Context: an optimization exercise on an open-source flow, tuned for small area, a short achievable clock period and few clock cycles per item. The choices shown serve that exercise and are no tape-out recipe. RTL that was checked went through simulation tests only; none was proved equivalent to the original. No activity file was given, so power comes from the tool's default toggle rates.

// anim_stream_decoder
module anim_stream_decoder #(
    parameter NPIX = 4096
) (
    input  wire       clk,
    input  wire       rst,
    input  wire       in_valid,
    output wire       in_ready,
    input  wire [7:0] in_data,
    input  wire       in_last,
    output wire       o_valid,
    input  wire       o_ready,
    output wire [1:0] o_kind,     
    output wire [7:0] o_data,
    output wire       o_keep      
);
==> flow/config.mk <==
export PLATFORM = sky130hd
export DESIGN_NAME = anim_stream_decoder
export DESIGN_NICKNAME = anim_stream_decoder
export VERILOG_FILES = /design/flow/design.v
export SDC_FILE = /design/flow/constraint.sdc
export NUM_CORES = 4
export LEC_CHECK = 0
export ABC_AREA = 1
export CAP_MARGIN = 20
export CORE_MARGIN = 2
export CORE_UTILIZATION = 60
export PLACE_DENSITY = 0.85
export SETUP_SLACK_MARGIN = 3.3
export SLEW_MARGIN = 20
==> flow/constraint.sdc <==
create_clock -name core_clock -period 5.5 [get_ports {clk}]
set_input_delay 1.1000 -clock core_clock [delete_from_list [all_inputs] [get_ports {clk}]]
set_output_delay 1.1000 -clock core_clock [all_outputs]
set_load 0.01 [all_outputs]
standard.sh (not shown) runs the stock make flow with config.mk's settings and CLKGATE_MAP_FILE= SYNTH_SCRIPT=/design/flow/synth_recipe.tcl, a recipe that flattens the netlist after the stock synthesis.
==> flow/flow/run.sh <==
#!/bin/bash
# The standard layout (the standard.sh: ORFS synthesis through finish),
# with one change: the buffers ORFS puts on the input and output ports are
# sky130_fd_sc_hd__buf_2 cells instead of the default delay-cell buffers.
# make's full output goes to flow_make.log in the work folder; each ORFS step
# also writes its own log under orfs/logs/.
set -euo pipefail
cd "$(dirname "${BASH_SOURCE[0]}")/.."
bash standard.sh "BUFFER_PORTS_ARGS=-buffer_cell sky130_fd_sc_hd__buf_2" finish > flow_make.log 2>&1
Testbench counts at the start, summed over its fixed seeds: cycles 265,670, pixels 262,144.
Rerun with:
- PLACE_DENSITY: 0.85 -> not set
- SETUP_SLACK_MARGIN: 3.3 -> 3.45
Final area rises by 9.4%.
Area after synthesis stays the same.
Cell count climbs by 3.6%.
Power goes up by 9.4%.
Setup slack gets worse by 0.025 ns.
Via count is higher by 0.75%.
Synthesized cell count stays the same.
Core utilization increases by 6.7 points.
Hold slack improved by 0.038 ns.
Die area stays the same.
Critical path depth rises by 7.


anim_stream_decoder, a different RTL version from the one above (not shown whole).
For scale: about 590 cells after synthesis, about 85 flip-flops.
clock: 5.5 ns
lec_check: 0
cap_margin: 20
core_margin: 2
core_utilization: 40
slew_margin: 20
run.sh (not shown) runs the stock make flow with config.mk's settings and CLKGATE_MAP_FILE= SYNTH_SCRIPT=/design/flow/synth_recipe.tcl, a recipe that flattens the netlist after the stock synthesis.
Stock flow here: none of the scripts above is used.
Change:
SETUP_SLACK_MARGIN = 3.0   (was not set)
After rerunning: Area after synthesis stays the same; total power went up by about 25%; sequential share of layout area shrinks by 6.0 points.
Function was not checked in any run of this note: the RTL went through the layout flow alone.


The RTL this note starts from:
==> flow/design.v <==
module anim_stream_decoder #(
    parameter NPIX = 4096
) (
    input  wire       clk,
    input  wire       rst,
    input  wire       in_valid,
    output wire       in_ready,
    input  wire [7:0] in_data,
    input  wire       in_last,
    output wire       o_valid,
    input  wire       o_ready,
    output wire [1:0] o_kind,     
    output wire [7:0] o_data,
    output wire       o_keep      
);
    localparam PW = (NPIX > 255) ? $clog2(NPIX + 1) : 9;
    localparam K_HDR = 2'd0;
    localparam K_PAL = 2'd1;
    localparam K_PIX = 2'd2;
    localparam K_END = 2'd3;
    localparam E_OK        = 3'd0;
    localparam E_CONFIG    = 3'd1;
    localparam E_TRUNCATED = 3'd2;
    localparam E_FRAMING   = 3'd3;
    localparam E_TRAILING  = 3'd4;
    localparam S_HDR0 = 4'd0;    
    localparam S_HDR1 = 4'd1;    
    localparam S_HDR2 = 4'd2;    
    localparam S_PAL  = 4'd3;    
    localparam S_LIT  = 4'd4;    
    localparam S_DIFF = 4'd5;    
    localparam S_SAME = 4'd6;    
    localparam S_RHDR = 4'd7;    
    localparam S_FEND = 4'd8;    
    localparam S_CHKS = 4'd9;    
    localparam S_END  = 4'd11;   
    localparam S_CHKD = 4'd13;   
    localparam [PW-1:0] NPIXW = NPIX;
    localparam          NBIG  = (NPIX >= 256);
    localparam          NLAST = (NPIX == 1);
    reg [3:0]    state;
    reg [7:0]    q0, q1, q2;
    reg          v0, v1, v2;
    reg [2:0]    off;
    reg [3:0]    offb;
    reg          last_seen;     
    reg          rdy;
    reg [7:0]    frames;        
    reg          ivz;           
    reg [2:0]    bpp;           
    reg [2:0]    err;           
    reg [PW-1:0] left;          
    reg          lst_last;      
    reg          big;           
    reg [7:0]    run_left;      
    reg          run_last;      
    reg          ov;
    reg [1:0]    okind;
    reg [7:0]    odata;
    reg          okeep;
    assign o_valid  = ov;
    assign o_kind   = okind;
    assign o_data   = odata;
    assign o_keep   = okeep;
    assign in_ready = rdy;
    wire slot_free = !ov || o_ready;
    wire take      = in_valid && rdy;
    wire [15:0] win   = {q1, q0} >> off;
    wire [7:0]  f8    = win[7:0];
    wire [7:0]  pmask = 8'hff >> (4'd8 - {1'b0, bpp});
    wire        f8z   = (f8 == 8'd0);
    wire off0 = (off == 3'd0);
    wire av8  = v1 || (v0 && off0);
    wire avb  = v1 || (v0 && (!offb[3] || offb[2:0] == 3'd0));
    wire [6:0] rlen    = f8[7:1];
    wire [7:0] rn      = {rlen == 7'd0, rlen};
    wire       rn_last = (rlen == 7'd1);
    wire [PW-1:0] left_dec  = left - 1'b1;
    wire [7:0]    run_dec   = run_left - 8'd1;
    wire          overrun   = run_left > left[7:0];
    wire          cfg_bad   = frames == 8'd0 || ivz || f8z || f8[7:3] != 5'd0;
    wire          fifo_done = !v1 && !(v0 && off0);   
    wire st_hdr  = (state[3:2] == 2'b00) && (state[1:0] != 2'b11);
    wire st_byte = (state[3:2] == 2'b00);             
    wire st_pixb = (state[3:1] == 3'b010);            
    wire st_same = (state == S_SAME);
    wire st_rhdr = (state == S_RHDR);
    wire st_fend = (state == S_FEND);
    wire st_chk  = (state == S_CHKS) || (state == S_CHKD);
    wire st_end  = (state == S_END);
    wire can  = st_byte && av8 || st_pixb && avb || st_same || st_end && last_seen;
    wire emit = can && slot_free;
    wire hdr_same = st_same && run_last && big && av8;
    wire hdr_rhdr = st_rhdr && av8;
    wire pop = st_byte && av8 && slot_free ||
               st_pixb && avb && offb[3] && slot_free ||
               hdr_same && slot_free || hdr_rhdr ||
               st_fend && !off0;
    wire trunc = last_seen && (st_byte && !av8 || st_pixb && !avb || st_rhdr && !av8);
    wire ls_nxt = (st_end && slot_free && last_seen) ? 1'b0 :
                  take ? in_last : last_seen;
    wire v2_nxt = !st_end && (take && !pop ? v1 : !take && pop ? 1'b0 : v2);
    reg [3:0] nstate;
    always @(*) begin
        nstate = state;
        if (trunc) begin
            nstate = S_END;
        end else begin
            case (state)
                S_HDR0: if (emit) nstate = S_HDR1;
                S_HDR1: if (emit) nstate = S_HDR2;
                S_HDR2: if (emit) nstate = cfg_bad ? S_END : S_PAL;
                S_PAL:  if (emit && lst_last) nstate = S_LIT;
                S_LIT:  if (emit && lst_last) nstate = S_FEND;
                S_DIFF: if (emit && lst_last) nstate = S_FEND;
                        else if (emit && run_last) nstate = S_RHDR;
                S_SAME: if (emit && run_last)
                            nstate = (big && av8) ? (f8[0] ? S_DIFF : S_SAME) :
                                     lst_last ? S_FEND : S_RHDR;
                S_RHDR: if (av8) nstate = big ? (f8[0] ? S_DIFF : S_SAME) :
                                                (f8[0] ? S_CHKD : S_CHKS);
                S_CHKS, S_CHKD: nstate = overrun ? S_END : (state[2] ? S_DIFF : S_SAME);
                S_FEND: nstate = (frames == 8'd1) ? S_END : S_RHDR;
                S_END:  if (emit) nstate = S_HDR0;
                default: nstate = S_HDR0;
            endcase
        end
    end
    reg [2:0] err_nxt;
    always @(*) begin
        case (state)
            S_HDR2:         err_nxt = av8 ? E_CONFIG : E_TRUNCATED;
            S_CHKS, S_CHKD: err_nxt = E_FRAMING;
            S_FEND:         err_nxt = (last_seen && fifo_done) ? E_OK : E_TRAILING;
            default:        err_nxt = E_TRUNCATED;
        endcase
    end
    always @(posedge clk) begin
        if (rst) begin
            state     <= S_HDR0;
            v0        <= 1'b0;
            v1        <= 1'b0;
            v2        <= 1'b0;
            off       <= 3'd0;
            last_seen <= 1'b0;
            rdy       <= 1'b1;
            ov        <= 1'b0;
        end else begin
            state <= nstate;
            q0 <= (!v0 || (!v1 && pop)) ? in_data : pop ? q1 : q0;
            q1 <= (!v1 || (!v2 && pop)) ? in_data : pop ? q2 : q1;
            q2 <= (!v2 || pop) ? in_data : q2;
            if (st_end) begin
                v0 <= 1'b0;
                v1 <= 1'b0;
            end else if (take && !pop) begin
                v0 <= 1'b1;
                v1 <= v0;
            end else if (!take && pop) begin
                v0 <= v1;
                v1 <= v2;
            end
            v2        <= v2_nxt;
            last_seen <= ls_nxt;
            rdy       <= !ls_nxt && !v2_nxt;
            if (st_pixb && emit) begin
                off  <= offb[2:0];
                offb <= {1'b0, offb[2:0]} + {1'b0, bpp};
            end else if (st_fend || st_end) begin
                off  <= 3'd0;
                offb <= {1'b0, bpp};
            end else if (state == S_HDR2) begin
                offb <= {1'b0, f8[2:0]};
            end
            if (slot_free) begin
                ov    <= can;
                okind <= st_end ? K_END : st_same || st_pixb ? K_PIX :
                         state == S_PAL ? K_PAL : K_HDR;
                odata <= st_end ? {5'd0, err} : st_same ? 8'd0 :
                         st_pixb ? f8 & pmask : f8;
                okeep <= st_same;
            end
            if (state == S_HDR0)
                frames <= f8;
            else if (st_fend)
                frames <= frames - 8'd1;
            if (state == S_HDR1)
                ivz <= f8z;
            if (state == S_HDR2)
                bpp <= f8[2:0];
            if (!st_end)
                err <= err_nxt;
            if (state == S_HDR2) begin
                left     <= {{(PW-2){1'b0}}, 2'd3} << f8[2:0];
                lst_last <= 1'b0;
            end else if (emit && lst_last && state == S_PAL || st_fend) begin
                left     <= NPIXW;
                lst_last <= NLAST;
                big      <= NBIG;
            end else if (emit && !st_end && !st_hdr) begin
                left     <= left_dec;
                lst_last <= (left == {{(PW-2){1'b0}}, 2'd2});
                big      <= (left_dec[PW-1:8] != 0);
            end
            if (hdr_same && slot_free || hdr_rhdr) begin
                run_left <= rn;
                run_last <= rn_last;
            end else if (emit) begin
                run_left <= run_dec;
                run_last <= (run_left == 8'd2);
            end
        end
    end
endmodule
==> flow/config.mk <==
export PLATFORM = sky130hd
export DESIGN_NAME = anim_stream_decoder
export DESIGN_NICKNAME = anim_stream_decoder
export VERILOG_FILES = /design/flow/design.v
export SDC_FILE = /design/flow/constraint.sdc
export NUM_CORES = 4
export LEC_CHECK = 0
export ABC_AREA = 1
export CAP_MARGIN = 20
export CORE_MARGIN = 2
export CORE_UTILIZATION = 60
export PLACE_DENSITY = 0.7
export SETUP_SLACK_MARGIN = 3.3
export SLEW_MARGIN = 20
==> flow/constraint.sdc <==
create_clock -name core_clock -period 5.5 [get_ports {clk}]
set_input_delay 1.1000 -clock core_clock [delete_from_list [all_inputs] [get_ports {clk}]]
set_output_delay 1.1000 -clock core_clock [all_outputs]
set_load 0.01 [all_outputs]
standard.sh (not shown) runs the stock make flow with config.mk's settings and CLKGATE_MAP_FILE= SYNTH_SCRIPT=/design/flow/synth_recipe.tcl, a recipe that flattens the netlist after the stock synthesis.
Scripts as last shown in full above: flow/flow/run.sh
The first run completed with no timing, DRC or antenna violations.
Testbench counts at the start, summed over its fixed seeds: cycles 265,670, pixels 262,144.
Next try:
--- a/flow/config.mk
+++ b/flow/config.mk
@@ -9,6 +9,5 @@
 export CAP_MARGIN = 20
 export CORE_MARGIN = 2
-export CORE_UTILIZATION = 60
-export PLACE_DENSITY = 0.7
+export CORE_UTILIZATION = 70
 export SETUP_SLACK_MARGIN = 3.3
 export SLEW_MARGIN = 20
Outcome: Routed wire length came out higher by roughly a tenth. Setup slack gets worse by 0.0034 ns. Power came out higher by a few percent. Register-to-register slack gets worse by 0.09 ns. Via count came out higher by a little under a tenth. Global-route usage came out higher by 4.5 points.
Next try:
--- a/flow/config.mk
+++ b/flow/config.mk
@@ -9,5 +9,5 @@
 export CAP_MARGIN = 20
 export CORE_MARGIN = 2
-export CORE_UTILIZATION = 70
+export CORE_UTILIZATION = 50
 export SETUP_SLACK_MARGIN = 3.3
 export SLEW_MARGIN = 20
Result:
- The changed run finished clean
- via count drops by 8.0%
- utilization drops by 25 points
- synthesized area is unchanged
- non-clock buffer count stays the same
- first-iteration DRC count drops by 36%
- clock-buffer cell count drops by 1
- sequential share of layout area climbs by 0.14 points
- worst setup slack gains 0.042 ns
- design area barely changes
- clock power drops by about 2%
- total power drops by 2.6%

re-timing with driven ports:
The flow's constraints put no driver on any port. The routed layouts listed below were extracted and timed again, unchanged, in two steps.
Step 1, drivers: a clkbuf_16 drives clk and a buf_2 each remaining input, both assumed.
Step 2 also shifts input and output timing later by t, the mid clock arrival at the registers, as if the neighbouring blocks saw the same clock.
Slacks: ideal / step 1 / step 2; pairs: ideal / step 1.
| run | shift t [ns] | setup slack, ns | worst hold slack (ns) | clock arrival spread, ns | worst data-port slew with drivers (ns) |
|---|---|---|---|---|---|
| the first run of note 1 | 0.408 | 3.287 / 3.287 / 2.890 | 0.525 / 0.525 / 0.525 | 0.019 / 0.018 | 0.05 |
| the second run of note 1 | 0.406 | 3.262 / 3.243 / 2.837 | 0.563 / 0.563 / 0.563 | 0.011 / 0.010 | 0.05 |
| the first run of note 2 | 0.397 | 1.229 / 1.249 / 0.852 | 0.548 / 0.548 / 0.548 | 0.005 / 0.005 | 0.03 |
| the second run of note 2 | 0.401 | 2.593 / 2.593 / 2.277 | 0.549 / 0.549 / 0.549 | 0.007 / 0.008 | 0.04 |
| the first run of note 3 | 0.394 | 3.263 / 3.264 / 2.870 | 0.529 / 0.529 / 0.529 | 0.016 / 0.016 | 0.04 |
| the second run of note 3 | 0.393 | 3.259 / 3.254 / 2.861 | 0.528 / 0.528 / 0.528 | 0.016 / 0.016 | 0.04 |
| the third run of note 3 | 0.407 | 3.302 / 3.298 / 2.891 | 0.554 / 0.554 / 0.554 | 0.014 / 0.014 | 0.04 |
After both steps every run listed still meets setup and hold. The setup slack of the second run of note 1, which loses most, moves by -0.019 ns with the drivers and by -0.425 ns with both steps.
